What follows belongs to an exercise in optimizing a design on an open flow for small area, a short achievable clock period and few clock cycles; a production flow would make more cautious choices. In this exercise RTL edits were held to simulation tests only and were not proved equivalent to the original. Power is estimated from default activity; no workload was simulated.

## flow/design.v

```verilog
module evt_agg_enc (
    input  wire        clk,
    input  wire        rst,
    input  wire        cmd_valid,
    output wire        cmd_ready,
    input  wire [31:0] cmd,
    output reg         pkt_valid,
    output reg  [76:0] pkt
);
    localparam CAP = 64;
    localparam KW  = 12;            
    assign cmd_ready = 1'b1;
    wire is_set_mode = (cmd & 32'hFFFF_FFFC) == 32'h2000_0000;
    wire is_inject   = (cmd & 32'hFFFE_8080) == 32'h3000_0000;
    reg  [1:0] mode;                
    reg  [13:0] in_pack;
    always @(*) begin
        case (mode)
            2'd0:    in_pack = {cmd[14:8], cmd[6:0]};
            2'd1:    in_pack = {2'b00, cmd[14:9], cmd[6:1]};
            2'd2:    in_pack = {4'b0000, cmd[14:10], cmd[6:2]};
            default: in_pack = {6'b000000, cmd[14:11], cmd[6:3]};
        endcase
    end
    reg         r_inj, r_clr;
    reg  [1:0]  r_mode;
    reg  [13:0] r_pack;
    reg         r_p;
    always @(posedge clk) begin
        if (rst) begin
            mode  <= 2'd0;
            r_inj <= 1'b0;
            r_clr <= 1'b0;
        end else begin
            r_inj <= cmd_valid & is_inject;
            r_clr <= cmd_valid & is_set_mode & (cmd[1:0] != mode);
            if (cmd_valid & is_set_mode)
                mode <= cmd[1:0];
        end
        r_mode <= mode;
        r_pack <= in_pack;
        r_p    <= cmd[16];
    end
    reg  [CAP-1:0] occ;
    reg  [KW-1:0]  skey [0:CAP-1];
    reg  [CAP-1:0] sp;
    reg         k_inj, k_clr, q_inj, q_clr, d_inj, d_clr;
    reg  [1:0]  k_mode, q_mode, d_mode;
    reg  [13:0] k_pack, q_pack, d_pack;
    reg         k_p, q_p, d_p;
    reg  [CAP-1:0] k_match, q_match, d_match;
    reg  [2:0]  k_s, q_s, d_s;      
    reg  [CAP-1:0] match;
    integer i;
    always @(*) begin
        for (i = 0; i < CAP; i = i + 1)
            match[i] = occ[i] & (skey[i] == r_pack[KW-1:0]);
    end
    always @(posedge clk) begin
        if (rst) begin
            k_inj <= 1'b0;
            k_clr <= 1'b0;
        end else begin
            k_inj <= r_inj;
            k_clr <= r_clr;
        end
        k_mode  <= r_mode;
        k_pack  <= r_pack;
        k_p     <= r_p;
        k_match <= match;
        k_s     <= {r_pack[KW-1:0] == d_pack[KW-1:0],
                    r_pack[KW-1:0] == q_pack[KW-1:0],
                    r_pack[KW-1:0] == k_pack[KW-1:0]};
    end
    function [4:0] pop16;
        input [15:0] v;
        reg [1:0] a0, a1, a2, a3, a4, a5, a6, a7;
        reg [2:0] b0, b1, b2, b3;
        reg [3:0] c0, c1;
        begin
            a0 = v[0] + v[1];   a1 = v[2] + v[3];
            a2 = v[4] + v[5];   a3 = v[6] + v[7];
            a4 = v[8] + v[9];   a5 = v[10] + v[11];
            a6 = v[12] + v[13]; a7 = v[14] + v[15];
            b0 = a0 + a1; b1 = a2 + a3; b2 = a4 + a5; b3 = a6 + a7;
            c0 = b0 + b1; c1 = b2 + b3;
            pop16 = c0 + c1;
        end
    endfunction
    wire [CAP-1:0] k_match_p = k_match & sp;
    reg  [19:0] q_na, q_np;         
    integer g;
    always @(posedge clk) begin
        if (rst) begin
            q_inj <= 1'b0;
            q_clr <= 1'b0;
        end else begin
            q_inj <= k_inj;
            q_clr <= k_clr;
        end
        q_mode  <= k_mode;
        q_pack  <= k_pack;
        q_p     <= k_p;
        q_match <= k_match;
        q_s     <= k_s;
        for (g = 0; g < 4; g = g + 1) begin
            q_na[5*g +: 5] <= pop16(k_match[16*g +: 16]);
            q_np[5*g +: 5] <= pop16(k_match_p[16*g +: 16]);
        end
    end
    wire [4:0] cnt  = (q_na[4:0] + q_na[9:5]) + (q_na[14:10] + q_na[19:15]);
    wire [4:0] pcnt = (q_np[4:0] + q_np[9:5]) + (q_np[14:10] + q_np[19:15]);
    reg [3:0] g_n;
    reg [4:0] h_n;
    always @(*) begin
        case (q_mode)
            2'd1: begin
                g_n = {3'b111, cnt != 5'd0};
                h_n = {3'b111, pcnt != 5'd0, pcnt >= 5'd2};
            end
            2'd2: begin
                g_n = {cnt >= 5'd4, cnt >= 5'd5, cnt >= 5'd6, cnt >= 5'd7};
                h_n = {pcnt >= 5'd1, pcnt >= 5'd2, pcnt >= 5'd3, pcnt >= 5'd4, pcnt >= 5'd5};
            end
            default: begin
                g_n = {cnt >= 5'd28, cnt >= 5'd29, cnt >= 5'd30, cnt == 5'd31};
                h_n = {pcnt >= 5'd13, pcnt >= 5'd14, pcnt >= 5'd15, pcnt >= 5'd16, pcnt >= 5'd17};
            end
        endcase
    end
    function [5:0] lowest_zero;
        input [63:0] v;
        reg [7:0] grp;
        reg [2:0] gi, bi;
        reg [7:0] sel;
        integer gg, b;
        begin
            for (gg = 0; gg < 8; gg = gg + 1)
                grp[gg] = ~&v[8*gg +: 8];
            gi = 3'd0;
            for (gg = 7; gg >= 0; gg = gg - 1)
                if (grp[gg]) gi = gg[2:0];
            sel = v[8*gi +: 8];
            bi = 3'd0;
            for (b = 7; b >= 0; b = b - 1)
                if (!sel[b]) bi = b[2:0];
            lowest_zero = {gi, bi};
        end
    endfunction
    function [63:0] rev64;
        input [63:0] v;
        integer b;
        begin
            for (b = 0; b < 64; b = b + 1)
                rev64[b] = v[63-b];
        end
    endfunction
    reg  [3:0] d_g;
    reg  [4:0] d_h;
    reg  [5:0] d_fa, d_fb;
    always @(posedge clk) begin
        if (rst) begin
            d_inj <= 1'b0;
            d_clr <= 1'b0;
        end else begin
            d_inj <= q_inj;
            d_clr <= q_clr;
        end
        d_mode  <= q_mode;
        d_pack  <= q_pack;
        d_p     <= q_p;
        d_match <= q_match;
        d_s     <= q_s;
        d_g     <= g_n;
        d_h     <= h_n;
        d_fa    <= lowest_zero(occ);
        d_fb    <= ~lowest_zero(rev64(occ));
    end
    reg  [3:1] o_st, o_em, o_clr, o_p;
    reg  [5:0] o_slot1, o_slot2, o_slot3;
    wire [3:1] e = o_clr | (d_s & o_em);    
    wire [3:1] a = d_s & o_st;              
    wire [3:1] b = a & o_p;                 
    wire mode1 = (d_mode == 2'd1);
    wire [1:0] na = {1'b0, a[1]} + {1'b0, a[2]} + {1'b0, a[3]};
    wire [2:0] nb = {2'b0, b[1]} + {2'b0, b[2]} + {2'b0, b[3]} + {2'b0, d_p};
    reg ge;
    always @(*) begin
        if (e[1])
            ge = 1'b0;
        else if (e[2])
            ge = mode1 & a[1];
        else if (e[3])
            ge = mode1 & (a[1] | a[2]);
        else
            ge = d_g[na];
    end
    reg op_agg;
    always @(*) begin
        if (e[1])
            op_agg = 1'b0;
        else if (e[2])
            op_agg = b[1] & d_p;
        else if (e[3])
            op_agg = (b[1] & b[2]) | ((b[1] | b[2]) & d_p);
        else
            op_agg = d_h[nb];
    end
    wire full  = &occ;
    wire agg   = (d_mode != 2'd0);
    wire act   = d_inj & agg & ~full;
    wire emit  = act & ge;
    wire store = act & ~ge;
    wire [5:0] slot = o_clr[1] ? 6'd0 :
                      (o_st[1] && o_slot1 == d_fa) ? d_fb : d_fa;
    wire [CAP-1:0] slot_oh = {{(CAP-1){1'b0}}, 1'b1} << slot;
    wire [CAP-1:0] oh1 = {{(CAP-1){1'b0}}, 1'b1} << o_slot1;
    wire [CAP-1:0] oh2 = {{(CAP-1){1'b0}}, 1'b1} << o_slot2;
    wire [CAP-1:0] oh3 = {{(CAP-1){1'b0}}, 1'b1} << o_slot3;
    wire [CAP-1:0] cmask = (d_match & {CAP{~e[3] & ~e[2]}}) |
                           (a[3] & ~e[2] ? oh3 : {CAP{1'b0}}) |
                           (a[2] ? oh2 : {CAP{1'b0}}) |
                           (a[1] ? oh1 : {CAP{1'b0}});
    always @(posedge clk) begin
        if (rst) begin
            occ   <= {CAP{1'b0}};
            o_st  <= 3'b000;
            o_em  <= 3'b000;
            o_clr <= 3'b000;
        end else begin
            if (d_clr)
                occ <= {CAP{1'b0}};
            else
                occ <= (occ & ~(emit ? cmask : {CAP{1'b0}})) |
                       (store ? slot_oh : {CAP{1'b0}});
            o_st  <= {o_st[2:1], store};
            o_em  <= {o_em[2:1], emit};
            o_clr <= {o_clr[2:1], d_clr};
        end
        o_p     <= {o_p[2:1], d_p};
        o_slot1 <= slot;
        o_slot2 <= o_slot1;
        o_slot3 <= o_slot2;
    end
    integer j;
    always @(posedge clk) begin
        for (j = 0; j < CAP; j = j + 1)
            if (!full && slot == j[5:0]) begin
                skey[j] <= d_pack[KW-1:0];
                sp[j]   <= d_p;
            end
    end
    function [6:0] sym;
        input [4:0] n;
        begin
            case (n)
                5'd0:  sym = 7'h11;
                5'd1:  sym = 7'h12;
                5'd2:  sym = 7'h14;
                5'd3:  sym = 7'h18;
                5'd4:  sym = 7'h21;
                5'd5:  sym = 7'h22;
                5'd6:  sym = 7'h24;
                5'd7:  sym = 7'h28;
                5'd8:  sym = 7'h41;
                5'd9:  sym = 7'h42;
                5'd10: sym = 7'h44;
                5'd11: sym = 7'h48;
                5'd12: sym = 7'h03;
                5'd13: sym = 7'h0C;
                5'd14: sym = 7'h30;
                5'd15: sym = 7'h50;
                default: sym = 7'h60;    
            endcase
        end
    endfunction
    localparam [6:0] HDR0 = 7'h11;
    localparam [6:0] HDR1 = 7'h12;
    localparam [7:0] ADDR_SRC_XOR = 8'h01 ^ 8'h02 ^ 8'h03 ^ 8'h04;
    localparam [6:0] ADDR_SYM0 = 7'h12;
    localparam [6:0] ADDR_SYM1 = 7'h14;
    localparam [6:0] ADDR_SYM2 = 7'h18;
    localparam [6:0] ADDR_SYM3 = 7'h21;
    wire op = agg ? op_agg : d_p;
    wire [15:0] payload  = {1'b1, op, d_pack};
    wire [7:0]  par_byte = ADDR_SRC_XOR ^ payload[7:0] ^ payload[15:8];
    wire        parity   = ~(^par_byte);
    wire [76:0] packet = {
        sym(5'd16),
        ADDR_SYM0, ADDR_SYM1, ADDR_SYM2, ADDR_SYM3,
        sym({1'b0, payload[15:12]}),
        sym({1'b0, payload[11:8]}),
        sym({1'b0, payload[7:4]}),
        sym({1'b0, payload[3:0]}),
        sym(5'd0),
        parity ? HDR1 : HDR0
    };
    always @(posedge clk) begin
        if (rst)
            pkt_valid <= 1'b0;
        else
            pkt_valid <= emit | (d_inj & ~agg);
        pkt <= packet;
    end
endmodule
```

## flow/flow/run.sh

```bash
#!/bin/bash
# Standard ORFS layout, with repair_timing asked to leave a larger setup
# margin than the 13 ns constraint needs, so that the design is optimised
# for speed, and clock tree synthesis without dummy balancing loads.
# The SDC and every other setting stay the standard flow's own.
set -o pipefail
bash standard.sh SETUP_SLACK_MARGIN=9.5 \
  "CTS_ARGS=-sink_clustering_enable -repair_clock_nets -sink_clustering_size 30 -sink_clustering_max_diameter 50 -buf_list sky130_fd_sc_hd__clkbuf_16 -dont_use_dummy_load" \
  finish > standard_flow.log 2>&1
```

## flow/standard.sh

```bash
#!/bin/bash
# synth_recipe.tcl (not shown) runs the flow's synth.tcl, then flattens the netlist and writes it again
# the make line also repeats each setting of config.mk as NAME=value (left out here)
make -C /OpenROAD-flow-scripts/flow DESIGN_CONFIG=/design/flow/config.mk WORK_HOME=/design/flow/orfs CLKGATE_MAP_FILE= SYNTH_SCRIPT=/design/flow/synth_recipe.tcl "${@:-finish}"
```

## flow/config.mk

```make
export PLATFORM = sky130hd
export DESIGN_NAME = evt_agg_enc
export DESIGN_NICKNAME = evt_agg_enc
export VERILOG_FILES = /design/flow/design.v
export SDC_FILE = /design/flow/constraint.sdc
export NUM_CORES = 4
export LEC_CHECK = 0
export CAP_MARGIN = 30
export CORE_MARGIN = 2
export CORE_UTILIZATION = 60
export CTS_BUF_LIST = sky130_fd_sc_hd__clkbuf_16
export CTS_CLUSTER_DIAMETER = 60
export CTS_CLUSTER_SIZE = 40
export SLEW_MARGIN = 20
```

## flow/constraint.sdc

```tcl
create_clock -name core_clock -period 13.0 [get_ports {clk}]
set_input_delay 2.6000 -clock core_clock [delete_from_list [all_inputs] [get_ports {clk}]]
set_output_delay 2.6000 -clock core_clock [all_outputs]
set_load 0.01 [all_outputs]
```

==> results of run 1 <==
## cells in the final DEF (no fill, tap or decap), types with 12 or more instances in the layout
cell type and instances:
nand4_1 102, dfxtp_2 55, a22o_1 65, o211ai_1 12
xor2_1 277, buf_4 101, ha_1 43, buf_12 15
nor2_2 18, buf_2 12, edfxtp_1 832, nand3_1 119
dlymetal6s2s_1 17, inv_1 150, a21o_1 15, nor4_1 80
mux2i_1 24, a21oi_1 81, a21oi_2 12, xnor2_1 582
inv_2 32, fa_2 34, clkbuf_16 135, nor2_4 49
conb_1 48, dfxtp_4 45, fa_1 64, dfxtp_1 365
buf_6 29, nor2b_1 32, and2_1 19, a221oi_1 64
clkdlybuf4s50_1 13, nand2b_1 21, nand2_1 148, nor2_1 79
nor3_1 73, o21ai_0 107
## repair_timing
item	in CTS	in global routing
gates cloned	1	3
setup buffers	30	22
setup endpoints to repair	971	803
hold buffers	0	0
resized for setup	446	152
pin swaps	70	73
## registers in the layout, indices dropped and copies added, names as in the netlist, 4 cells and up
register and cells:
d_fa 6, d_fb 6, d_g 4, d_h 5, d_match 64, d_pack 14
k_match 64, k_pack 14, o_slot1 6, o_slot2 6, o_slot3 6, occ 64
pkt 30, q_match 64, q_na 20, q_np 20, q_pack 14, r_pack 14
skey 768, sp 64
## area by class of cell
cell class / count / share of cell area [%]
Antenna cell: 1 / 0.00407
Clock buffer: 133 / 5.41
Inverter: 185 / 1.15
Multi-Input combinational cell: 2397 / 31.8
Sequential cell: 1297 / 56.1
Tap cell: 1176 / 2.39
Timing Repair Buffer: 197 / 3.12
## stage by stage
step,setup slack [ns],total power [mW],instances,hold slack (ns),cell area [um^2]
after floorplan,9.26,4.73,4121,0.310,54500
after global placement,8.51,4.87,5177,0.311,56100
after detailed placement,8.52,4.88,5196,0.312,56300
after CTS,9.17,8.02,5360,0.312,60800
after global routing,9.19,8.20,5385,0.311,61500
final,9.23,8.00,5386,0.315,61500
## power breakdown
part	internal (mW)	leakage [nW]	total (mW)	switching, mW
clock	1.79	1.64	3.20	1.41
sequential	4.40	11.3	4.47	0.0698
combinational	0.127	7.68	0.335	0.207
## metal layers
layer	track usage [%]	share of wire, %
met1	48.0	41
met2	54.1	46
met3	7.59	9.8
met4	12.4	3.6
met5	0	0
## kinds of logic (layout without fill, tap and decap cells)
kind of cell    count (synthesis)  in the layout  synth area share, %
compound gates                436            437                 5.51
xor+xnor                      863            863                 13.9
fa+ha+maj                     150            150                 4.81
buf+inv                       428            515                 3.30
flops                        1297           1297                 63.2
mux                            40             40                0.936
other cells                     2             49               0.0138
simple gates                  859            859                 8.31
## path summary, 6_finish.rpt
| kind | start | end | slack (ns) | depth (start not counted) |
|---|---|---|---|---|
| setup / recovery | pkt[23] | pkt[23] | 9.23 | 1 |
| hold reg to reg | q_match[24] | d_match[24] | 0.32 | 0 |
| setup reg to reg | sp[13] | q_np[1] | 9.31 | 10 |
| hold / removal | q_match[24] | d_match[24] | 0.32 | 0 |
==> results.py, run 1 <==
metrics = {
    "timing": {
        "final.min_clock_period_ns": 3.77,
        "setup_tns_ns": 0,
        "rsz0062_at_grt": "yes",
        "setup_viol": 0,
        "worst_pin_slew_ns": 1.02,
        "skew_ns": 0.0551,
        "final_max_slew_viol_count": 0,
        "fmax_mhz": 265,
        "timing.final.crit_share_pct": 29.0,
        "finalHoldViolCount": 0,
        "slew_headroom_pct": 32.3,
    },
    "job": {
        "maxCapViolations": 0,
    },
    "die": {
        "io_pins": 114,
        "core.rowCount": 110,
        "start_util_pct": 60.4,
        "die-area_um2": 92900,
        "core_um2": 89900,
        "fp.dieW_um": 305,
        "die_y_um": 305,
    },
    "final_layout": {
        "num-fill-cells": 6290,
        "multi_input_area_um2": 19600,
        "areaGrowthSynthToFinish_pct": 13.3,
        "postLayoutCoreUtil_pct": 68.5,
        "drive_gt1_share_pct": 15.9,
        "seqCellArea_um2": 34500,
        "fin_nets": 4396,
    },
    "route": {
        "via_per_inst": 6.26,
        "ant_nets": 0,
        "drtPass1Iterations": 6,
        "num_vias": 33700,
        "wirelength_um": 161000,
        "wl_per_cell_um": 30.0,
        "drtIter0Drc": 4186,
        "remaining_drc_errors": 0,
    },
    "setup_path": {
        "endpoint_kind": "output pin",
        "worst-path-max-fanout": 1,
        "slowest_stage": "dfxtp_2",
        "worst-setup-path-type": "reg2out",
        "worst_setup_path_start_kind": "flop",
        "worstPathArrival_ns": 1.17,
        "critPathRequiredTime_ns": 10.40,
        "critPathTopFamily": "flip-flops",
        "cp_cell_sequence": "buf_6",
        "slowest_delay_ns": 0.33,
        "cp.buffers_inverters": 1,
    },
    "cts": {
        "cts.sinks": 1297,
        "h-tree-depth": 4,
        "clock_latency_ns": 0.74,
        "root_buffer": "clkbuf_16",
        "path_clk_slew_ns": 0.08,
        "ctsLongestPathBuffers": 3,
        "cts_tree": "yes",
        "cts_buffers": 133,
    },
    "logic_synthesis": {
        "avgSynthCellArea_um2": 13.3,
        "ys_types": 76,
        "synth.ff_latch_count": 1297,
        "synth_ff_type": "edfxtp_1",
        "synth_edf_count": 832,
        "syn_inst": 4075,
        "synth_top_area_share_pct": 46.0,
        "ys_seq_area_share_pct": 63.2,
        "synth.area.top_cells": "edfxtp_1 (46%), dfxtp_1 (17%), xnor2_1 (9.5%)",
        "synthTopCellsByCount": "edfxtp_1 (832), xnor2_1 (586), dfxtp_1 (465)",
        "yosysMostFrequentCell": "edfxtp_1",
        "async_flop_share_pct": 0,
        "syn_area_um2": 54300,
        "synth_top_area_cell": "edfxtp_1",
        "ys_warn_count": 2,
    },
    "placed_design": {
        "hpwl_um": 103000,
        "gp_congestion": 1.05,
        "portBuffers": 65,
    },
    "grt": {
        "antenna_found_initial": 3,
        "grt_pass1_vias": 33300,
        "grt-ovfl-total": 0,
        "grt_pass1_wl_um": 230000,
        "grt_usage_pct": 34.6,
        "grt_max_degree": 68,
    },
    "power": {
        "vdd_drop_max_v": 0.000145,
        "power_leakage_nw": 20.6,
        "powerDensity_nw_per_um2": 130,
    },
    "outcome": {
        "outcome": "complete, no violations",
    },
    "worst_hold_path": {
        "hold_class": "reg2reg",
    },
}
Testbench counts, summed over its fixed seeds: cycles 10,360.
==> run 2: changes to the inputs <==
--- a/flow/flow/run.sh
+++ b/flow/flow/run.sh
@@ -7,3 +7,3 @@
 bash standard.sh SETUP_SLACK_MARGIN=9.5 \
-  "CTS_ARGS=-sink_clustering_enable -repair_clock_nets -sink_clustering_size 30 -sink_clustering_max_diameter 50 -buf_list sky130_fd_sc_hd__clkbuf_16 -dont_use_dummy_load" \
+  "CTS_ARGS=-sink_clustering_enable -repair_clock_nets -sink_clustering_size 40 -sink_clustering_max_diameter 60 -buf_list sky130_fd_sc_hd__clkbuf_16 -dont_use_dummy_load" \
   finish > standard_flow.log 2>&1
--- a/flow/config.mk
+++ b/flow/config.mk
@@ -9,3 +9,3 @@
 export CORE_MARGIN = 2
-export CORE_UTILIZATION = 60
+export CORE_UTILIZATION = 65
 export CTS_BUF_LIST = sky130_fd_sc_hd__clkbuf_16
==> run 2 against run 1 <==
Still clean. Flip-flop and latch count unchanged. Utilization is 4.3 points higher. Die area shrank 7.6%. Worst setup slack better by 0.043 ns. Combinational power decreased by 3%. Wire length decreased by 2.7%. Total power decreased by 10%.
==> results.py, run 2 <==
metrics = {
    "outcome": {
        "outcome": "complete, no violations",
    },
    "timing": {
        "setup_tns_ns": 0,
        "fmax_mhz": 268,
        "finalHoldViolCount": 0,
        "skew_ns": 0.0766,
        "setup_viol": 0,
        "rsz0062_at_grt": "yes",
        "slew_headroom_pct": 29.5,
        "final.min_clock_period_ns": 3.73,
        "hold_ws_ns": 0.289,
        "timing.final.crit_share_pct": 28.7,
        "layout_setup_ws_ns": 9.27,
        "final_max_slew_viol_count": 0,
        "worst_pin_slew_ns": 1.04,
    },
    "die": {
        "die-area_um2": 85800,
        "core_um2": 82400,
        "core.rowCount": 105,
        "start_util_pct": 65.9,
        "io_pins": 114,
        "fp.dieW_um": 293,
        "die_y_um": 293,
    },
    "cts": {
        "h-tree-depth": 3,
        "root_buffer": "clkbuf_16",
        "path_clk_slew_ns": 0.10,
        "cts.sinks": 1297,
        "ctsLongestPathBuffers": 3,
        "cts_buffers": 82,
        "cts_tree": "yes",
        "clock_latency_ns": 0.68,
    },
    "final_layout": {
        "drive_gt1_share_pct": 14.3,
        "fin_nets": 4343,
        "n_antenna_cell": 0,
        "num-fill-cells": 5299,
        "mostFrequentLayoutCells": "edfxtp_1 (832), xnor2_1 (586), dfxtp_1 (364)",
        "layout_commonest_cell": "edfxtp_1",
        "largest_reg_flops": 768,
        "regMostFlops": "skey",
        "areaGrowthSynthToFinish_pct": 10.4,
    },
    "grt": {
        "antenna_found_initial": 4,
        "grt_usage_pct": 36.2,
        "grt-ovfl-total": 0,
        "grt_pass1_wl_um": 223000,
        "grt_pass1_vias": 33000,
        "grt_max_degree": 68,
    },
    "setup_path": {
        "endpoint_kind": "flop",
        "critPathRequiredTime_ns": 13.57,
        "slowest_stage": "fa_2",
        "cp_cell_sequence": "and2_4 -> fa_2 -> inv_2 -> fa_2 -> fa_1 -> fa_1 -> inv_1 -> ha_2 -> inv_2 -> fa_2 -> nor2b_1 -> o21a_1",
        "worstPathArrival_ns": 4.30,
        "crit_path_frequent_cell": "fa_2",
        "worst_setup_path_start_kind": "flop",
        "cp.buffers_inverters": 3,
        "critPathTopFamily": "adder cells",
        "slowest_delay_ns": 0.63,
        "worst-path-max-fanout": 2,
        "worst-setup-path-type": "reg2reg",
    },
    "logic_synthesis": {
        "synth_edf_count": 832,
        "synth_top_area_cell": "edfxtp_1",
        "syn_inst": 4075,
        "yosysMostFrequentCell": "edfxtp_1",
        "ys_warn_count": 2,
        "synthTopCellsByCount": "edfxtp_1 (832), xnor2_1 (586), dfxtp_1 (465)",
        "ys_seq_area_share_pct": 63.2,
        "async_flop_share_pct": 0,
        "synth.ff_latch_count": 1297,
        "syn_area_um2": 54300,
        "ys_types": 76,
        "synth_ff_type": "edfxtp_1",
        "synth_top_area_share_pct": 46.0,
        "synth.area.top_cells": "edfxtp_1 (46%), dfxtp_1 (17%), xnor2_1 (9.5%)",
        "avgSynthCellArea_um2": 13.3,
    },
    "route": {
        "drtIter0Drc": 4228,
        "wirelength_um": 157000,
        "wl_per_cell_um": 30.0,
        "ant_nets": 0,
        "remaining_drc_errors": 0,
        "via_per_inst": 6.44,
        "drtPass1Iterations": 6,
        "num_vias": 33700,
    },
    "placed_design": {
        "portBuffers": 65,
        "hpwl_um": 100000,
        "gp_congestion": 1.03,
        "detailedPlace.worstSlack_ns": 8.32,
    },
    "power": {
        "vdd_drop_max_v": 0.000152,
        "power_leakage_nw": 19.9,
        "finalPower_mw": 7.16,
        "powerDensity_nw_per_um2": 120,
    },
    "job": {
        "maxCapViolations": 0,
    },
    "worst_hold_path": {
        "hold_class": "reg2reg",
    },
}
[run 2: cell counts after synthesis]
No cell type changed its count.
[run 2: what timing repair did]
item,4_1_cts,5_1_grt
pin swaps,80,67
hold buffers,0,0
gates cloned,0,3
setup buffers,26,29
setup endpoints to repair,970,919
gates resized for setup,430,138
[run 2: path summary, 6_finish.rpt]
check / from / endpoint / slack, ns / cells past startpoint
worst max-delay path: sp[41] / q_np[14] / 9.27 / 12
worst min-delay path: q_match[50] / d_match[50] / 0.29 / 0
worst max register to register: sp[41] / q_np[14] / 9.27 / 12
worst min register to register: q_match[50] / d_match[50] / 0.29 / 0
[run 2: power breakdown]
| group | internal [mW] | switching (mW) | total (mW) |
|---|---|---|---|
| Clock | 1.12 | 1.26 | 2.38 |
| Sequential | 4.39 | 0.0707 | 4.46 |
| Combinational | 0.127 | 0.199 | 0.326 |
[run 2: logic make-up after synthesis]
kind of cell / Yosys count / synth area share [%]
adders and majority gates: 150 / 4.81
other: 2 / 0.0138
xor gates and xnor gates: 863 / 13.9
AOI/OAI and AO/OA: 436 / 5.51
muxes: 40 / 0.936
DFF: 1297 / 63.2
and+or+nand+nor: 859 / 8.31
buffers and inverters: 428 / 3.30
[run 2: layer usage]
layer / global-route usage [%] / wire length [um]
met5: 0 / 13
met4: 13.9 / 6690
met3: 7.59 / 17200
met2: 55.9 / 71600
met1: 51.0 / 61500
[run 2: layout make-up]
type	count	area [um^2]	share of cell area, %
clock buffer	82	2050	3.42
inverter	185	698	1.17
multi-input combinational	2396	19400	32.5
sequential	1297	34500	57.6
tap	1070	1340	2.23
timing repair buffer	196	1860	3.10
[run 2: stage by stage]
step	util [%]	area, um^2	instances
2_1_floorplan	-	54500	4121
3_3_place_gp	67.9	55900	5063
3_5_place_dp	68.1	56100	5085
4_1_cts	71.9	59200	5193
5_1_grt	72.7	59900	5226
6_report	72.7	59900	5226
==> run 3: changes to the inputs <==
--- a/flow/config.mk
+++ b/flow/config.mk
@@ -9,3 +9,3 @@
 export CORE_MARGIN = 2
-export CORE_UTILIZATION = 65
+export CORE_UTILIZATION = 55
 export CTS_BUF_LIST = sky130_fd_sc_hd__clkbuf_16
==> run 3 against run 2 <==
Still clean on timing, DRC and antenna. Die area is 18% higher. Wire length grew 3.6%. Cell area rose by 1.8%. Flip-flop and latch count unchanged. Via count is 2.0% lower. Total power is 3.2% higher. Critical path depth fell by 11. Count of clock-buffer cells in the layout is 13 higher. Clock skew down 0.0080 ns. First-iteration DRC count decreased by 20%. Synthesized cell count is the same. Critical path type is now reg2out. Largest cell class unchanged. Largest power group unchanged.
==> results.py, run 3 <==
metrics = {
    "final_layout": {
        "num-fill-cells": 7616,
        "drive_gt1_share_pct": 15.5,
        "layout_commonest_cell": "edfxtp_1",
        "areaGrowthSynthToFinish_pct": 12.3,
        "regMostFlops": "skey",
        "mostFrequentLayoutCells": "edfxtp_1 (832), xnor2_1 (585), dfxtp_1 (376)",
        "fin_nets": 4387,
        "largest_reg_flops": 768,
    },
    "logic_synthesis": {
        "ys_seq_area_share_pct": 63.2,
        "syn_area_um2": 54300,
        "synth.ff_latch_count": 1297,
        "async_flop_share_pct": 0,
        "synth_top_area_cell": "edfxtp_1",
        "avgSynthCellArea_um2": 13.3,
        "ys_types": 76,
        "synth_ff_type": "edfxtp_1",
        "synthTopCellsByCount": "edfxtp_1 (832), xnor2_1 (586), dfxtp_1 (465)",
        "ys_warn_count": 2,
        "syn_inst": 4075,
        "yosysMostFrequentCell": "edfxtp_1",
        "synth.area.top_cells": "edfxtp_1 (46%), dfxtp_1 (17%), xnor2_1 (9.5%)",
        "synth_top_area_share_pct": 46.0,
        "synth_edf_count": 832,
    },
    "die": {
        "die_y_um": 318,
        "core.rowCount": 115,
        "core_um2": 98100,
        "io_pins": 114,
        "start_util_pct": 55.3,
        "die-area_um2": 101000,
        "fp.dieW_um": 318,
    },
    "setup_path": {
        "worstPathArrival_ns": 1.11,
        "r2r_slack_ns": 9.33,
        "endpoint_kind": "output pin",
        "worstRegToRegCells": 12,
        "cp.buffers_inverters": 1,
        "cp_cell_sequence": "buf_6",
        "critPathRequiredTime_ns": 10.40,
        "worst-setup-path-type": "reg2out",
        "critPathTopFamily": "flip-flops",
        "slowest_delay_ns": 0.35,
        "worst-path-max-fanout": 1,
        "worstReg2RegEnd": "q_np[6]",
        "worstReg2RegStart": "k_match[31]",
        "slowest_stage": "dfxtp_2",
        "worst_setup_path_start_kind": "flop",
    },
    "cts": {
        "path_clk_slew_ns": 0.08,
        "ctsHoldBuffers": 0,
        "cts_buffers": 95,
        "ctsLongestPathBuffers": 3,
        "clock_latency_ns": 0.70,
        "cts.sinks": 1297,
        "root_buffer": "clkbuf_16",
        "cts_tree": "yes",
        "h-tree-depth": 3,
    },
    "worst_hold_path": {
        "min_path_cells": 0,
        "worstHoldEndpoint": "d_pack[13]",
        "hp-start": "q_pack[13]",
        "hold_class": "reg2reg",
    },
    "power": {
        "powerDensity_nw_per_um2": 121,
        "p_int_mw": 5.80,
        "p_seq_share_pct": 60.3,
        "power_leakage_nw": 20.4,
        "power_frac_comb_pct": 4.5,
        "swShare_pct": 21.5,
        "p_sw_mw": 1.59,
        "vdd_drop_max_v": 0.000128,
        "finalPower_mw": 7.39,
        "power_frac_clock_pct": 35.2,
    },
    "placed_design": {
        "portBuffers": 65,
        "detailedPlace.worstSlack_ns": 8.50,
        "gp_congestion": 1.04,
        "hpwl_um": 103000,
    },
    "job": {
        "maxCapViolations": 0,
    },
    "timing": {
        "final.min_clock_period_ns": 3.71,
        "final_max_slew_viol_count": 0,
        "fmax_mhz": 269,
        "timing.final.crit_share_pct": 28.6,
        "slew_headroom_pct": 30.5,
        "rsz0062_at_grt": "yes",
        "skew_ns": 0.0686,
        "finalHoldViolCount": 0,
        "setup_tns_ns": 0,
        "layout_setup_ws_ns": 9.29,
        "worst_pin_slew_ns": 1.03,
        "setup_viol": 0,
    },
    "route": {
        "drtIter0Drc": 3383,
        "wirelength_um": 163000,
        "drtPass1Iterations": 5,
        "wl_per_cell_um": 29.6,
        "remaining_drc_errors": 0,
        "num_vias": 33000,
        "via_per_inst": 6.01,
        "ant_nets": 0,
    },
    "grt": {
        "grt_max_degree": 68,
        "grt_usage_pct": 31.8,
        "grt-ovfl-total": 0,
        "grt_pass1_vias": 31800,
        "antenna_found_initial": 5,
        "grt_pass1_wl_um": 230000,
    },
    "outcome": {
        "outcome": "complete, no violations",
    },
}
run 3: worst max path at each step:
| stage | startpoint | endpoint | slack, ns | cells after the start |
|---|---|---|---|---|
| after global placement | cmd[6] | mode[0] | 8.56 | 6 |
| final | pkt_valid | pkt_valid | 9.29 | 1 |
| after floorplan | cmd[6] | mode[1] | 9.26 | 5 |
| after detailed placement | o_slot1[1] | skey[58][2] | 8.50 | 9 |
| after global routing | pkt[21] | pkt[21] | 9.24 | 1 |
| after CTS | pkt_valid | pkt_valid | 9.24 | 1 |
run 3: cell type report:
type / instances / area, um^2 / area share (%)
flip-flops and latches: 1297 / 34500 / 56.6
multi-input cells: 2397 / 19700 / 32.2
clock buffers: 95 / 2380 / 3.90
repair buffers: 226 / 2100 / 3.44
well taps: 1287 / 1610 / 2.64
inverters: 185 / 706 / 1.16
diodes: 4 / 10.0 / 0.0164
run 3: what timing repair did:
| item | 4_1_cts | 5_1_grt |
|---|---|---|
| setup buffers | 36 | 26 |
| resized for setup | 424 | 165 |
| gates cloned | 2 | 2 |
| pin swaps | 74 | 81 |
| endpoints found under the setup margin | 952 | 572 |
run 3: kinds of logic after synthesis:
kind of cell    Yosys count  synth area share, %
buf+inv                 428                 3.30
other cells               2               0.0138
flops                  1297                 63.2
simple gates            859                 8.31
xor+xnor                863                 13.9
compound gates          436                 5.51
fa+ha+maj               150                 4.81
mux                      40                0.936
run 3: through the flow:
| step | instance area, um^2 | hold WS, ns | std cells | util [%] |
|---|---|---|---|---|
| finish | 61000 | 0.304 | 5491 | 62.1 |
| detailed placement | 56600 | 0.312 | 5325 | 57.7 |
| global route | 61000 | 0.303 | 5487 | 62.1 |
| floorplan | 54500 | 0.310 | 4121 | - |
| global placement | 56300 | 0.310 | 5295 | 57.4 |
| CTS | 60200 | 0.299 | 5458 | 61.3 |
run 3: metal layers:
metal  global-route usage, %  part of all wire (%)
met5                       0                0.0080
met4                    9.55                   3.4
met3                    4.98                   7.6
met2                    50.2                    46
met1                    45.6                    43
run 3: power groups by stage:
stage / logic [mW] / clock network (mW) / registers, mW
5_1_grt: 0.356 / 2.78 / 4.46
6_report: 0.334 / 2.60 / 4.46
3_3_place_gp: 0.324 / 0 / 4.55
4_1_cts: 0.330 / 2.64 / 4.46
2_1_floorplan: 0.210 / 0 / 4.52
3_5_place_dp: 0.326 / 0 / 4.55
==> run 4: changes to the inputs <==
--- a/flow/config.mk
+++ b/flow/config.mk
@@ -9,3 +9,3 @@
 export CORE_MARGIN = 2
-export CORE_UTILIZATION = 55
+export CORE_UTILIZATION = 60
 export CTS_BUF_LIST = sky130_fd_sc_hd__clkbuf_16
@@ -13,2 +13,3 @@
 export CTS_CLUSTER_SIZE = 40
+export GPL_TIMING_DRIVEN = 0
 export SLEW_MARGIN = 20
==> run 4 against run 3 <==
Critical path type is now reg2reg. Critical endpoint is now q_np[4]. Largest cell class unchanged. Clock skew rose by 0.034 ns. Utilization grew 8.2 points. First-iteration DRC count rose by 56%.
==> results.py, run 4 <==
metrics = {
    "setup_path": {
        "worstPathArrival_ns": 4.30,
        "critPathRequiredTime_ns": 13.58,
        "worst_setup_path_start_kind": "flop",
        "worst-setup-path-type": "reg2reg",
        "worst-path-max-fanout": 3,
        "cp_cell_sequence": "nand2_1 -> fa_1 -> fa_2 -> fa_1 -> fa_1 -> inv_2 -> ha_4 -> inv_2 -> fa_2 -> nor2b_1 -> o21a_2",
        "slowest_stage": "fa_1",
        "slowest_delay_ns": 0.66,
        "endpoint_kind": "flop",
        "crit_path_frequent_cell": "fa_1",
        "cp.buffers_inverters": 2,
        "critPathTopFamily": "adder cells",
    },
    "logic_synthesis": {
        "syn_inst": 4075,
        "synth.ff_latch_count": 1297,
        "ys_seq_area_share_pct": 63.2,
        "async_flop_share_pct": 0,
        "synth_edf_count": 832,
        "synth_top_area_share_pct": 46.0,
        "ys_warn_count": 2,
        "syn_area_um2": 54300,
        "synthTopCellsByCount": "edfxtp_1 (832), xnor2_1 (586), dfxtp_1 (465)",
        "ys_types": 76,
        "synth_ff_type": "edfxtp_1",
        "yosysMostFrequentCell": "edfxtp_1",
        "synth_top_area_cell": "edfxtp_1",
        "synth.area.top_cells": "edfxtp_1 (46%), dfxtp_1 (17%), xnor2_1 (9.5%)",
        "avgSynthCellArea_um2": 13.3,
    },
    "timing": {
        "finalHoldViolCount": 0,
        "rsz0062_at_grt": "yes",
        "worst_pin_slew_ns": 1.28,
        "timing.final.crit_share_pct": 28.6,
        "setup_viol": 0,
        "slew_headroom_pct": 14.5,
        "final_max_slew_viol_count": 0,
        "final.min_clock_period_ns": 3.72,
        "skew_ns": 0.102,
        "fmax_mhz": 269,
        "setup_tns_ns": 0,
    },
    "die": {
        "die_y_um": 305,
        "start_util_pct": 60.4,
        "die-area_um2": 92900,
        "fp.dieW_um": 305,
        "core_um2": 89900,
        "io_pins": 114,
        "core.rowCount": 110,
    },
    "cts": {
        "cts_buffers": 91,
        "root_buffer": "clkbuf_16",
        "cts_tree": "yes",
        "h-tree-depth": 3,
        "cts.sinks": 1297,
        "ctsHoldBuffers": 0,
        "clock_latency_ns": 0.73,
        "ctsLongestPathBuffers": 3,
        "path_clk_slew_ns": 0.10,
    },
    "final_layout": {
        "mostFrequentLayoutCells": "edfxtp_1 (832), xnor2_1 (579), dfxtp_1 (351)",
        "fin_cells": 5653,
        "fin_nets": 4660,
        "final_area_um2": 63200,
        "layout_commonest_cell": "edfxtp_1",
        "largest_reg_flops": 768,
        "regMostFlops": "skey",
        "areaGrowthSynthToFinish_pct": 16.5,
        "drive_gt1_share_pct": 21.0,
    },
    "placed_design": {
        "hpwl_um": 126000,
        "portBuffers": 65,
        "dp_cells": 5441,
        "place_area_um2": 57900,
        "gp_congestion": 0.988,
    },
    "route": {
        "remaining_drc_errors": 0,
        "wirelength_um": 184000,
        "drtPass1Iterations": 6,
        "ant_nets": 0,
        "via_per_inst": 6.26,
        "num_vias": 35400,
        "wl_per_cell_um": 32.5,
        "drtIter0Drc": 5278,
    },
    "power": {
        "power_leakage_nw": 21.6,
        "powerDensity_nw_per_um2": 117,
        "vdd_drop_max_v": 0.000129,
    },
    "grt": {
        "grt_pass1_vias": 33000,
        "grt_max_degree": 64,
        "grt_usage_pct": 39.2,
        "grt-ovfl-total": 0,
        "antenna_found_initial": 11,
        "grt_pass1_wl_um": 250000,
    },
    "outcome": {
        "outcome": "complete, no violations",
    },
    "worst_hold_path": {
        "hold_class": "reg2reg",
    },
    "job": {
        "maxCapViolations": 0,
    },
}
[run 4: final timing paths]
check | start | end | slack (ns) | cells past startpoint
worst min-delay path | q_match[54] | d_match[54] | 0.31 | 0
worst max-delay path | k_match[3] | q_np[4] | 9.28 | 11
worst max register to register | k_match[3] | q_np[4] | 9.28 | 11
worst min register to register | q_match[54] | d_match[54] | 0.31 | 0
[run 4: power breakdown]
| part | internal (mW) | switching, mW | total [mW] |
|---|---|---|---|
| combinational | 0.151 | 0.270 | 0.421 |
| sequential | 4.39 | 0.0405 | 4.43 |
| clock | 1.23 | 1.30 | 2.54 |
| total | 5.77 | 1.61 | 7.38 |
[run 4: repair_timing]
item / 4_1_cts / 5_1_grt
cloned: 4 / 0
resized for setup: 601 / 206
pin swaps: 131 / 80
buffers inserted: 52 / 58
setup endpoints to repair: 974 / 914
[run 4: cell families (layout without fill, tap and decap cells)]
family	count (synthesis)	after routing	share of synthesized area [%]
AO/OA/AOI/OAI	436	436	5.51
XOR/XNOR	863	863	13.9
adder cells (fa/ha/maj)	150	150	4.81
buffers and inverters	428	780	3.30
flip-flops	1297	1297	63.2
multiplexers	40	40	0.936
other	2	52	0.0138
AND/OR/NAND/NOR	859	859	8.31
[run 4: layer usage]
layer,vias to the layer above,global-route usage (%),part of all wire [%]
li1,15000,-,-
met1,17500,52.5,37
met2,2308,58.8,44
met3,510,10.5,13
met4,6,20.7,6.4
met5,-,0,0.017
[run 4: cell type report]
| type | count | area, um^2 |
|---|---|---|
| clock buffer | 91 | 2280 |
| buffer | 243 | 1330 |
| tap | 1176 | 1470 |
| multi-input combinational | 2396 | 20000 |
| timing repair buffer | 261 | 2840 |
| fill | 6251 | 26600 |
| sequential | 1297 | 34600 |
| inverter | 185 | 698 |
| antenna | 4 | 10.0 |
[run 4: metrics by stage]
step / hold WS (ns) / utilization [%] / total power, mW / worst slack (ns)
3_5_place_dp: 0.312 / 64.4 / 4.94 / 8.00
6_report: 0.311 / 70.3 / 7.38 / 9.28
5_1_grt: 0.306 / 70.3 / 7.54 / 9.24
2_1_floorplan: 0.310 / - / 4.73 / 9.26
4_1_cts: 0.310 / 69.1 / 7.38 / 9.26
3_3_place_gp: 0.310 / 63.0 / 4.92 / 7.92
==> run 5: changes to the inputs <==
--- a/flow/flow/run.sh
+++ b/flow/flow/run.sh
@@ -6,3 +6,3 @@
 set -o pipefail
-bash standard.sh SETUP_SLACK_MARGIN=9.5 \
+bash standard.sh SETUP_SLACK_MARGIN=9.65 \
   "CTS_ARGS=-sink_clustering_enable -repair_clock_nets -sink_clustering_size 40 -sink_clustering_max_diameter 60 -buf_list sky130_fd_sc_hd__clkbuf_16 -dont_use_dummy_load" \
--- a/flow/config.mk
+++ b/flow/config.mk
@@ -13,3 +13,2 @@
 export CTS_CLUSTER_SIZE = 40
-export GPL_TIMING_DRIVEN = 0
 export SLEW_MARGIN = 20
==> run 5 against run 4 <==
Count of clock-buffer cells in the layout is 3 lower. Critical path depth is 1 higher. Synthesized cell count stayed put. Clock power is 2% lower. Critical path type unchanged. Largest cell class unchanged.
==> results.py, run 5 <==
metrics = {
    "worst_hold_path": {
        "hold_class": "reg2reg",
        "hp-start": "q_match[15]",
    },
    "logic_synthesis": {
        "syn_area_um2": 54300,
        "synth_top_area_cell": "edfxtp_1",
        "synth_top_family_by_area": "XOR/XNOR gates",
        "yosys.area_share.simple_pct": 8.31,
        "synth_mux_area_share_pct": 0.936,
        "synthTopCellsByCount": "edfxtp_1 (832), xnor2_1 (586), dfxtp_1 (465)",
        "ys_types": 76,
        "synth_edf_count": 832,
        "synth.ff_latch_count": 1297,
        "ys_warn_count": 2,
        "ys_seq_area_share_pct": 63.2,
        "async_flop_share_pct": 0,
        "yosysMostFrequentCell": "edfxtp_1",
        "synth.area.top_cells": "edfxtp_1 (46%), dfxtp_1 (17%), xnor2_1 (9.5%)",
        "synth_ff_type": "edfxtp_1",
        "syn_inst": 4075,
        "avgSynthCellArea_um2": 13.3,
        "synth-compound-area-share_pct": 5.51,
        "synth_top_area_share_pct": 46.0,
        "synth_xor_xnor_area_share_pct": 13.9,
        "synth_fa_ha_area_share_pct": 4.81,
    },
    "setup_path": {
        "worstReg2RegStart": "sp[17]",
        "endpoint_kind": "flop",
        "worstPathArrival_ns": 4.47,
        "worst-setup-path-type": "reg2reg",
        "worst-path-max-fanout": 2,
        "worst_setup_path_start_kind": "flop",
        "crit_path_start": "sp[17]",
        "critPathRequiredTime_ns": 13.61,
    },
    "grt": {
        "grt_max_degree": 67,
        "grt-ovfl-total": 0,
        "antenna_found_initial": 6,
        "grt_usage_pct": 36.6,
        "grt_pass1_vias": 33800,
        "grt_pass1_wl_um": 241000,
    },
    "die": {
        "die_y_um": 305,
        "start_util_pct": 60.4,
        "core_um2": 89900,
        "die-area_um2": 92900,
        "io_pins": 114,
        "core.rowCount": 110,
        "fp.dieW_um": 305,
    },
    "final_layout": {
        "layout_commonest_cell": "edfxtp_1",
        "fin_nets": 4417,
        "drive_gt1_share_pct": 20.0,
        "fin_cells": 5407,
        "largest_reg_flops": 768,
        "areaGrowthSynthToFinish_pct": 14.5,
        "regMostFlops": "skey",
        "num-fill-cells": 6238,
        "mostFrequentLayoutCells": "edfxtp_1 (832), xnor2_1 (576), dfxtp_1 (366)",
    },
    "timing": {
        "worst_pin_slew_ns": 0.999,
        "rsz0062_at_grt": "yes",
        "skew_ns": 0.0647,
        "finalHoldViolCount": 0,
        "slew_headroom_pct": 32.8,
        "final_max_slew_viol_count": 0,
        "final.min_clock_period_ns": 3.86,
        "fmax_mhz": 259,
        "timing.final.crit_share_pct": 29.7,
        "setup_viol": 0,
        "setup_tns_ns": 0,
    },
    "job": {
        "maxCapViolations": 0,
    },
    "cts": {
        "root_buffer": "clkbuf_16",
        "cts_tree": "yes",
        "h-tree-depth": 3,
        "clock_latency_ns": 0.70,
        "cts.sinks": 1297,
        "ctsLongestPathBuffers": 3,
        "path_clk_slew_ns": 0.10,
        "cts_buffers": 88,
    },
    "route": {
        "num_vias": 34600,
        "wirelength_um": 173000,
        "ant_nets": 0,
        "via_per_inst": 6.40,
        "drtPass1Iterations": 7,
        "wl_per_cell_um": 31.9,
        "drtIter0Drc": 4699,
        "remaining_drc_errors": 0,
    },
    "power": {
        "powerDensity_nw_per_um2": 117,
        "power_leakage_nw": 20.9,
        "vdd_drop_max_v": 0.000146,
    },
    "placed_design": {
        "dp_cells": 5189,
        "portBuffers": 65,
        "gp_congestion": 1.13,
        "hpwl_um": 110000,
    },
    "outcome": {
        "outcome": "complete, no violations",
    },
}
run 5: cell counts after synthesis:
No cell type changed its count.
run 5: final timing paths:
check	end	slack (ns)	cells after the start
max	q_np[9]	9.14	12
min	d_match[15]	0.29	0
max reg2reg	q_np[9]	9.14	12
min reg2reg	d_match[15]	0.29	0
run 5: power by group:
group | internal, mW | total (mW) | switching (mW)
combinational | 0.134 | 0.353 | 0.219
sequential | 4.39 | 4.46 | 0.0706
clock | 1.19 | 2.48 | 1.29
run 5: kinds of logic (layout without fill, tap and decap cells):
logic type	after synthesis	after routing
AO/OA/AOI/OAI	436	437
XOR/XNOR	863	863
adder cells (fa/ha/maj)	150	150
buffers and inverters	428	534
flip-flops	1297	1297
multiplexers	40	40
other	2	49
AND/OR/NAND/NOR	859	861
run 5: metrics by stage:
stage | util, % | power [mW] | setup slack, ns | area, um^2 | hold slack (ns)
6_report | 69.2 | 7.30 | 9.14 | 62200 | 0.291
5_1_grt | 69.2 | 7.47 | 9.10 | 62200 | 0.295
4_1_cts | 67.7 | 7.30 | 9.11 | 60800 | 0.292
3_5_place_dp | 62.7 | 4.89 | 8.42 | 56400 | 0.312
3_3_place_gp | 62.4 | 4.88 | 8.50 | 56100 | 0.311
2_1_floorplan | - | 4.73 | 9.26 | 54600 | 0.310
run 5: what timing repair did:
| action | CTS | global route |
|---|---|---|
| buffers inserted | 80 | 37 |
| gates resized for setup | 554 | 263 |
| pin swaps | 148 | 146 |
| endpoints found under the setup margin | 980 | 864 |
| gates cloned | 6 | 5 |
| hold buffers | 0 | 0 |
run 5: layer usage:
metal,GRT usage (%),vias to the layer above,wire length (um)
met4,14.2,0,7970
met3,8.14,448,19600
met5,0,-,0
met2,57.0,2132,78300
li1,-,14500,-
met1,50.5,17500,66800
run 5: area by class of cell:
class / count / area [um^2] / area share [%]
Multi-Input combinational cell: 2399 / 20400 / 32.8
Clock buffer: 88 / 2200 / 3.54
Sequential cell: 1297 / 34500 / 55.5
Tap cell: 1176 / 1470 / 2.37
Inverter: 185 / 717 / 1.15
Antenna cell: 1 / 2.50 / 0.00403
Timing Repair Buffer: 261 / 2830 / 4.56
run 5: worst max-delay path, stage by stage (launching register included):
cell and delay, ns:
edfxtp_1 0.44, and2_4 0.19, fa_1 0.51, inv_2 0.05, fa_1 0.48, fa_2 0.68, fa_1 0.48, inv_2 0.09
ha_4 0.14, inv_2 0.04, fa_2 0.37, nor2b_1 0.14, o21a_1 0.18
==> run 6: changes to the inputs <==
--- a/flow/flow/run.sh
+++ b/flow/flow/run.sh
@@ -6,3 +6,3 @@
 set -o pipefail
-bash standard.sh SETUP_SLACK_MARGIN=9.65 \
+bash standard.sh SETUP_SLACK_MARGIN=9.4 \
   "CTS_ARGS=-sink_clustering_enable -repair_clock_nets -sink_clustering_size 40 -sink_clustering_max_diameter 60 -buf_list sky130_fd_sc_hd__clkbuf_16 -dont_use_dummy_load" \
==> run 6 against run 5 <==
Area after synthesis unchanged. Total power increased by 1.0%. Sequential share of layout area increased by 1.7 points. Worst hold slack better by 0.012 ns. Global-route usage is 2.2 points lower. Combinational power fell by 7.4%. Wire length shrank 7.6%. Flip-flop and latch count did not move. Synthesized cell count unchanged. Count of clock-buffer cells in the layout increased by 7. Critical path type is now reg2out. Highest routed layer is now met5.
==> results.py, run 6 <==
metrics = {
    "logic_synthesis": {
        "syn_inst": 4075,
        "synth_top_area_cell": "edfxtp_1",
        "synth_ff_type": "edfxtp_1",
        "avgSynthCellArea_um2": 13.3,
        "synthTopCellsByCount": "edfxtp_1 (832), xnor2_1 (586), dfxtp_1 (465)",
        "synth_edf_count": 832,
        "synth_top_area_share_pct": 46.0,
        "synth.area.top_cells": "edfxtp_1 (46%), dfxtp_1 (17%), xnor2_1 (9.5%)",
        "ys_types": 76,
        "async_flop_share_pct": 0,
        "ys_seq_area_share_pct": 63.2,
        "synth_mux_area_share_pct": 0.936,
        "yosys.area_share.simple_pct": 8.31,
        "synth-compound-area-share_pct": 5.51,
        "synth_top_family_by_area": "XOR/XNOR gates",
        "synth_fa_ha_area_share_pct": 4.81,
        "synth.ff_latch_count": 1297,
        "yosysMostFrequentCell": "edfxtp_1",
        "ys_warn_count": 2,
        "syn_area_um2": 54300,
        "synth_xor_xnor_area_share_pct": 13.9,
    },
    "route": {
        "wirelength_um": 160000,
        "num_vias": 33500,
        "drtPass1Iterations": 5,
        "via_per_inst": 6.28,
        "ant_nets": 0,
        "remaining_drc_errors": 0,
        "drtIter0Drc": 3804,
        "wl_per_cell_um": 29.9,
    },
    "timing": {
        "final.min_clock_period_ns": 3.76,
        "timing.final.crit_share_pct": 28.9,
        "finalHoldViolCount": 0,
        "worst_pin_slew_ns": 1.08,
        "setup_tns_ns": 0,
        "slew_headroom_pct": 27.1,
        "rsz0062_at_grt": "yes",
        "fmax_mhz": 266,
        "setup_viol": 0,
        "final_max_slew_viol_count": 0,
        "skew_ns": 0.0620,
    },
    "setup_path": {
        "cp_cell_sequence": "buf_6",
        "slowest_stage": "dfxtp_2",
        "worstPathArrival_ns": 1.16,
        "critPathTopFamily": "flip-flops",
        "worst_setup_path_start_kind": "flop",
        "cp.buffers_inverters": 1,
        "worst-path-max-fanout": 1,
        "worst-setup-path-type": "reg2out",
        "slowest_delay_ns": 0.37,
        "critPathRequiredTime_ns": 10.40,
        "endpoint_kind": "output pin",
    },
    "final_layout": {
        "layout_commonest_cell": "edfxtp_1",
        "largest_reg_flops": 768,
        "regMostFlops": "skey",
        "mostFrequentLayoutCells": "edfxtp_1 (832), xnor2_1 (583), dfxtp_1 (379)",
        "areaGrowthSynthToFinish_pct": 11.0,
        "drive_gt1_share_pct": 13.5,
        "final_area_um2": 60300,
        "fin_nets": 4346,
    },
    "placed_design": {
        "gp_congestion": 1.06,
        "place_area_um2": 56200,
        "hpwl_um": 102000,
        "portBuffers": 65,
    },
    "grt": {
        "grt-ovfl-total": 0,
        "grt_usage_pct": 34.4,
        "grt_pass1_vias": 33100,
        "grt_max_degree": 68,
        "grt_pass1_wl_um": 229000,
        "antenna_found_initial": 5,
    },
    "power": {
        "power_leakage_nw": 20.0,
        "vdd_drop_max_v": 0.000108,
        "powerDensity_nw_per_um2": 122,
    },
    "cts": {
        "cts_buffers": 95,
        "h-tree-depth": 3,
        "root_buffer": "clkbuf_16",
        "cts_tree": "yes",
        "ctsLongestPathBuffers": 3,
        "clock_latency_ns": 0.71,
        "cts.sinks": 1297,
        "path_clk_slew_ns": 0.10,
        "ctsHoldBuffers": 0,
    },
    "die": {
        "core_um2": 89900,
        "start_util_pct": 60.4,
        "io_pins": 114,
        "fp.dieW_um": 305,
        "die_y_um": 305,
        "die-area_um2": 92900,
        "core.rowCount": 110,
    },
    "worst_hold_path": {
        "hold_class": "reg2reg",
    },
    "job": {
        "maxCapViolations": 0,
    },
    "outcome": {
        "outcome": "complete, no violations",
    },
}
-- run 6: repair_timing --
action                                  CTS  global route
resized for setup                       381           122
gates cloned                              1             1
setup buffers                            19            31
endpoints found under the setup margin  927           886
pin swaps                                38            66
-- run 6: power breakdown --
part           internal [mW]  total, mW  switching [mW]
Sequential              4.39       4.46          0.0695
Clock                   1.28       2.58            1.30
Combinational          0.126      0.327           0.201
Total                   5.80       7.37            1.57
-- run 6: logic make-up (layout without fill, tap and decap cells) --
group	count (synthesis)	after routing
buffers and inverters	428	465
other	2	50
XOR/XNOR	863	863
flip-flops	1297	1297
adder cells (fa/ha/maj)	150	150
AO/OA/AOI/OAI	436	437
AND/OR/NAND/NOR	859	859
multiplexers	40	40
-- run 6: path summary, 6_finish.rpt --
path	startpoint	to	depth (start not counted)	slack, ns
setup / recovery	pkt_valid	pkt_valid	1	9.24
hold / removal	k_p	q_p	0	0.30
setup reg to reg	sp[19]	q_np[6]	11	9.27
hold reg to reg	k_p	q_p	0	0.30
-- run 6: layout make-up --
| cell class | instances | area, um^2 |
|---|---|---|
| multi-input combinational | 2397 | 19400 |
| sequential | 1297 | 34500 |
| inverter | 185 | 706 |
| tap | 1176 | 1470 |
| timing repair buffer | 185 | 1850 |
| clock buffer | 95 | 2380 |
| fill | 6373 | 29600 |
| antenna | 2 | 5.00 |
-- run 6: routing by layer --
layer / share of wire, % / global-route usage (%) / up-vias
met3: 9.1 / 6.96 / 382
li1: - / - / 14400
met1: 41 / 47.4 / 17100
met2: 46 / 54.5 / 1634
met5: 0.0056 / 0 / -
met4: 4.2 / 12.5 / 2
-- run 6: stage by stage --
| stage | instances | total power [mW] | util, % | worst slack, ns | hold WS [ns] |
|---|---|---|---|---|---|
| after detailed placement | 5186 | 4.88 | 62.6 | 8.13 | 0.312 |
| final | 5337 | 7.37 | 67.1 | 9.24 | 0.303 |
| after global placement | 5172 | 4.87 | 62.4 | 8.46 | 0.310 |
| after CTS | 5301 | 7.39 | 66.1 | 9.08 | 0.304 |
| after global routing | 5335 | 7.56 | 67.1 | 9.13 | 0.303 |
| after floorplan | 4121 | 4.73 | - | 9.26 | 0.310 |
==> run 7: changes to the inputs <==
--- a/flow/flow/run.sh
+++ b/flow/flow/run.sh
@@ -6,3 +6,3 @@
 set -o pipefail
-bash standard.sh SETUP_SLACK_MARGIN=9.4 \
+bash standard.sh SETUP_SLACK_MARGIN=9.5 \
   "CTS_ARGS=-sink_clustering_enable -repair_clock_nets -sink_clustering_size 40 -sink_clustering_max_diameter 60 -buf_list sky130_fd_sc_hd__clkbuf_16 -dont_use_dummy_load" \
==> run 7 against run 6 <==
Worst setup slack improved by 0.049 ns. Sequential share of layout area decreased by 0.28 points. Non-clock buffer count up 24. Area after synthesis did not move. Clock skew increased by 0.0041 ns. Critical endpoint is now pkt[20]. Critical path depth is the same. Via count grew 0.59%. Wire length is 0.84% higher. Sequential power hardly changed. Clock power fell by 2%. Global-route usage fell by 0.14 points. Total power decreased by 0.47%. Still clean on timing, DRC and antenna.
==> results.py, run 7 <==
metrics = {
    "setup_path": {
        "worst-setup-path-type": "reg2out",
        "cp_cell_sequence": "buf_6",
        "worstPathArrival_ns": 1.11,
        "cp.buffers_inverters": 1,
        "endpoint_kind": "output pin",
        "worst_setup_path_start_kind": "flop",
        "critPathTopFamily": "flip-flops",
        "critPathRequiredTime_ns": 10.40,
        "slowest_stage": "dfxtp_2",
        "slowest_delay_ns": 0.33,
        "worst-path-max-fanout": 1,
    },
    "timing": {
        "worst_pin_slew_ns": 1.07,
        "final.min_clock_period_ns": 3.71,
        "final_max_slew_viol_count": 0,
        "finalHoldViolCount": 0,
        "hold_ws_ns": 0.320,
        "skew_ns": 0.0661,
        "rsz0062_at_grt": "yes",
        "fmax_mhz": 270,
        "setup_viol": 0,
        "setup_tns_ns": 0,
        "slew_headroom_pct": 28.0,
        "timing.final.crit_share_pct": 28.5,
    },
    "grt": {
        "grt_pass1_vias": 32900,
        "grt_usage_pct": 34.2,
        "grt_pass1_wl_um": 228000,
        "grt_max_degree": 68,
        "grt-ovfl-total": 0,
        "antenna_found_initial": 2,
    },
    "die": {
        "core.rowCount": 110,
        "core_um2": 89900,
        "die_y_um": 305,
        "start_util_pct": 60.4,
        "die-area_um2": 92900,
        "io_pins": 114,
        "fp.dieW_um": 305,
    },
    "logic_synthesis": {
        "synth_edf_count": 832,
        "syn_inst": 4075,
        "synth_top_area_share_pct": 46.0,
        "synth_ff_type": "edfxtp_1",
        "syn_area_um2": 54300,
        "synth_top_area_cell": "edfxtp_1",
        "async_flop_share_pct": 0,
        "synth.area.top_cells": "edfxtp_1 (46%), dfxtp_1 (17%), xnor2_1 (9.5%)",
        "yosysMostFrequentCell": "edfxtp_1",
        "ys_warn_count": 2,
        "synth.ff_latch_count": 1297,
        "synthTopCellsByCount": "edfxtp_1 (832), xnor2_1 (586), dfxtp_1 (465)",
        "avgSynthCellArea_um2": 13.3,
        "ys_seq_area_share_pct": 63.2,
        "ys_types": 76,
    },
    "final_layout": {
        "regMostFlops": "skey",
        "fin_cells": 5357,
        "layout_commonest_cell": "edfxtp_1",
        "fin_nets": 4367,
        "largest_reg_flops": 768,
        "drive_gt1_share_pct": 16.0,
        "areaGrowthSynthToFinish_pct": 11.8,
        "mostFrequentLayoutCells": "edfxtp_1 (832), xnor2_1 (582), dfxtp_1 (352)",
        "num-fill-cells": 6389,
        "postLayoutCoreUtil_pct": 67.5,
        "seqCellArea_um2": 34500,
        "multi_input_area_um2": 19700,
    },
    "cts": {
        "h-tree-depth": 3,
        "cts.sinks": 1297,
        "clock_latency_ns": 0.70,
        "path_clk_slew_ns": 0.08,
        "root_buffer": "clkbuf_16",
        "ctsLongestPathBuffers": 3,
        "cts_buffers": 92,
        "cts_tree": "yes",
        "ctsHoldBuffers": 0,
    },
    "placed_design": {
        "gp_congestion": 1.05,
        "portBuffers": 65,
        "dp_cells": 5196,
        "hpwl_um": 103000,
    },
    "power": {
        "power_leakage_nw": 20.3,
        "finalPower_mw": 7.34,
        "vdd_drop_max_v": 0.000120,
        "powerDensity_nw_per_um2": 121,
    },
    "route": {
        "drtIter0Drc": 4045,
        "drtPass1Iterations": 5,
        "via_per_inst": 6.29,
        "wirelength_um": 161000,
        "num_vias": 33700,
        "remaining_drc_errors": 0,
        "ant_nets": 0,
        "wl_per_cell_um": 30.0,
    },
    "job": {
        "maxCapViolations": 0,
    },
    "outcome": {
        "outcome": "complete, no violations",
    },
    "worst_hold_path": {
        "hold_class": "reg2reg",
    },
}
[run 7: cell counts after synthesis]
Identical to the previous run, type by type.
[run 7: path summary, 6_finish.rpt]
check,from,cells after the start,endpoint,slack [ns]
hold reg to reg,q_match[24],0,d_match[24],0.32
setup / recovery,pkt[20],1,pkt[20],9.29
hold / removal,q_match[24],0,d_match[24],0.32
setup reg to reg,sp[13],11,q_np[4],9.36
[run 7: cell type report]
class,count,area share [%]
sequential,1297,56.9
multi-input combinational,2397,32.5
antenna,1,0.00413
inverter,185,1.16
clock buffer,92,3.80
timing repair buffer,209,3.20
tap,1176,2.43
[run 7: cell families after synthesis]
logic type	share of synthesized area (%)
compound gates	5.51
xor+xnor	13.9
fa+ha+maj	4.81
buf+inv	3.30
flops	63.2
mux	0.936
other cells	0.0138
simple gates	8.31
[run 7: routing by layer]
layer / wire length, um / track usage, % / up-vias
met4: 6190 / 12.1 / 0
met1: 65200 / 48.0 / 17200
li1: - / - / 14400
met2: 74100 / 53.7 / 1682
met3: 15300 / 6.69 / 354
met5: 0 / 0 / -
[run 7: what timing repair did]
action / CTS / global route
endpoints found under the setup margin: 971 / 753
resized for setup: 451 / 193
pin swaps: 69 / 80
setup buffers: 29 / 34
gates cloned: 1 / 3
[run 7: where the power goes]
part	internal (mW)	switching [mW]	total, mW
clock	1.25	1.29	2.54
combinational	0.127	0.209	0.336
sequential	4.39	0.0694	4.46
[run 7: stage by stage]
step           cell area [um^2]  worst slack (ns)
2_1_floorplan             54500              9.26
3_3_place_gp              56100              8.51
3_5_place_dp              56300              8.52
4_1_cts                   59700              9.25
5_1_grt                   60700              9.26
6_report                  60700              9.29
==> run 8: changes to the inputs <==
--- a/flow/flow/run.sh
+++ b/flow/flow/run.sh
@@ -7,3 +7,3 @@
 bash standard.sh SETUP_SLACK_MARGIN=9.5 \
-  "CTS_ARGS=-sink_clustering_enable -repair_clock_nets -sink_clustering_size 40 -sink_clustering_max_diameter 60 -buf_list sky130_fd_sc_hd__clkbuf_16 -dont_use_dummy_load" \
+  "CTS_ARGS=-sink_clustering_enable -repair_clock_nets -sink_clustering_size 35 -sink_clustering_max_diameter 68 -buf_list sky130_fd_sc_hd__clkbuf_16 -dont_use_dummy_load" \
   finish > standard_flow.log 2>&1
==> run 8 against run 7 <==
Still clean. Non-clock buffer count fell by 6. Area after synthesis did not move. Wire length fell by 0.52%. Critical endpoint unchanged. Largest cell class unchanged. Largest power group unchanged.
==> results.py, run 8 <==
metrics = {
    "outcome": {
        "outcome": "complete, no violations",
    },
    "logic_synthesis": {
        "ys_types": 76,
        "synth_top_area_cell": "edfxtp_1",
        "syn_area_um2": 54300,
        "synth_top_area_share_pct": 46.0,
        "async_flop_share_pct": 0,
        "synth_ff_type": "edfxtp_1",
        "synth.ff_latch_count": 1297,
        "avgSynthCellArea_um2": 13.3,
        "synth_edf_count": 832,
        "yosysMostFrequentCell": "edfxtp_1",
        "synthTopCellsByCount": "edfxtp_1 (832), xnor2_1 (586), dfxtp_1 (465)",
        "ys_seq_area_share_pct": 63.2,
        "ys_warn_count": 2,
    },
    "setup_path": {
        "crit_path_start": "pkt[20]",
        "worstReg2RegStart": "sp[16]",
        "cp_cell_sequence": "buf_6",
        "slowest_stage": "dfxtp_2",
        "slowest_delay_ns": 0.34,
        "worstPathArrival_ns": 1.09,
        "endpoint_kind": "output pin",
        "worstRegToRegCells": 11,
        "critPathTopFamily": "flip-flops",
        "endpoint": "pkt[20]",
        "worst-path-max-fanout": 1,
        "worst_setup_path_start_kind": "flop",
    },
    "cts": {
        "cts.sinks": 1297,
        "path_clk_slew_ns": 0.12,
        "cts_tree": "yes",
        "clock_latency_ns": 0.69,
        "cts_buffers": 68,
        "root_buffer": "clkbuf_16",
        "h-tree-depth": 3,
    },
    "route": {
        "wirelength_um": 160000,
        "via_per_inst": 6.29,
        "drtIter0Drc": 3947,
        "wl_per_cell_um": 30.0,
        "remaining_drc_errors": 0,
        "drtPass1Iterations": 5,
        "num_vias": 33500,
    },
    "die": {
        "core_um2": 89900,
        "core.rowCount": 110,
        "die_y_um": 305,
        "fp.dieW_um": 305,
        "io_pins": 114,
    },
    "timing": {
        "skew_ns": 0.0886,
        "fmax_mhz": 271,
        "finalHoldViolCount": 0,
        "timing.final.crit_share_pct": 28.4,
        "layout_setup_ws_ns": 9.31,
        "rsz0062_at_grt": "yes",
    },
    "power": {
        "p_int_mw": 5.45,
        "power_frac_comb_pct": 4.8,
        "power_frac_clock_pct": 31.0,
        "p_sw_mw": 1.50,
        "p_seq_share_pct": 64.1,
    },
    "final_layout": {
        "largest_reg_flops": 768,
        "seqCellArea_um2": 34500,
        "layout_commonest_cell": "edfxtp_1",
        "fin_nets": 4337,
        "mostFrequentLayoutCells": "edfxtp_1 (832), xnor2_1 (581), dfxtp_1 (349)",
        "regMostFlops": "skey",
    },
    "grt": {
        "grt_usage_pct": 34.1,
        "grt_pass1_wl_um": 227000,
    },
    "placed_design": {
        "detailedPlace.worstSlack_ns": 8.52,
        "gp_congestion": 1.05,
        "hpwl_um": 103000,
        "place_area_um2": 56300,
        "portBuffers": 65,
    },
    "worst_hold_path": {
        "hold_class": "reg2reg",
    },
    "job": {
        "maxCapViolations": 0,
    },
}
==> run 8: routing by layer <==
| layer | vias to the layer above | GRT usage [%] | wire length, um |
|---|---|---|---|
| li1 | 14400 | - | - |
| met4 | 0 | 11.9 | 6220 |
| met3 | 333 | 6.38 | 14800 |
| met5 | - | 0 | 0 |
| met2 | 1693 | 53.5 | 73600 |
| met1 | 17100 | 48.1 | 65500 |
==> run 8: layout make-up <==
| cell class | count | share of cell area [%] |
|---|---|---|
| well taps | 1176 | 2.45 |
| inverters | 185 | 1.18 |
| multi-input cells | 2397 | 32.8 |
| repair buffers | 203 | 3.21 |
| clock buffers | 68 | 2.83 |
| flip-flops and latches | 1297 | 57.5 |
==> run 8: logic make-up (layout without fill, tap and decap cells) <==
logic type	Yosys count	count (layout)	synth area share (%)
DFF	1297	1297	63.2
xor gates and xnor gates	863	863	13.9
and+or+nand+nor	859	859	8.31
AOI/OAI and AO/OA	436	437	5.51
buffers and inverters	428	456	3.30
adders and majority gates	150	150	4.81
muxes	40	40	0.936
other	2	48	0.0138
==> run 8: stage by stage <==
step / utilization [%] / hold slack [ns]
6_report: 66.8 / 0.271
5_1_grt: 66.8 / 0.263
4_1_cts: 65.8 / 0.267
3_5_place_dp: 62.6 / 0.312
3_3_place_gp: 62.4 / 0.311
2_1_floorplan: - / 0.310
==> run 8: how the worst min path moves through the flow <==
stage                   to  depth (start not counted)        start
3_5_place_dp   d_match[56]                          0  q_match[56]
4_1_cts         d_match[2]                          0   q_match[2]
2_1_floorplan          d_p                          0          q_p
5_1_grt         d_match[2]                          0   q_match[2]
3_3_place_gp   d_match[24]                          0  q_match[24]
6_report        d_match[2]                          0   q_match[2]
==> run 8: timing repair <==
| action | in CTS | in global routing |
|---|---|---|
| pin swaps | 75 | 94 |
| gates resized for setup | 451 | 189 |
| buffers inserted | 33 | 24 |
| setup endpoints to repair | 970 | 748 |
| hold endpoints to repair | 0 | 0 |
| cloned | 1 | 4 |
==> run 8: power by group through the flow <==
| stage | logic, mW | clock network [mW] | registers (mW) |
|---|---|---|---|
| after detailed placement | 0.328 | 0 | 4.55 |
| after global routing | 0.354 | 2.33 | 4.46 |
| after global placement | 0.320 | 0 | 4.55 |
| after floorplan | 0.210 | 0 | 4.52 |
| after CTS | 0.328 | 2.19 | 4.46 |
| final | 0.335 | 2.16 | 4.46 |

Re-timed with assumed drivers on the ports (clkbuf_16 on the clock, buf_2 on other inputs), run 8 has 9.234 ns of setup slack against 9.306 ns with ideal ports, and 8.890 ns once port delays also move by the mid clock arrival of 0.714 ns.
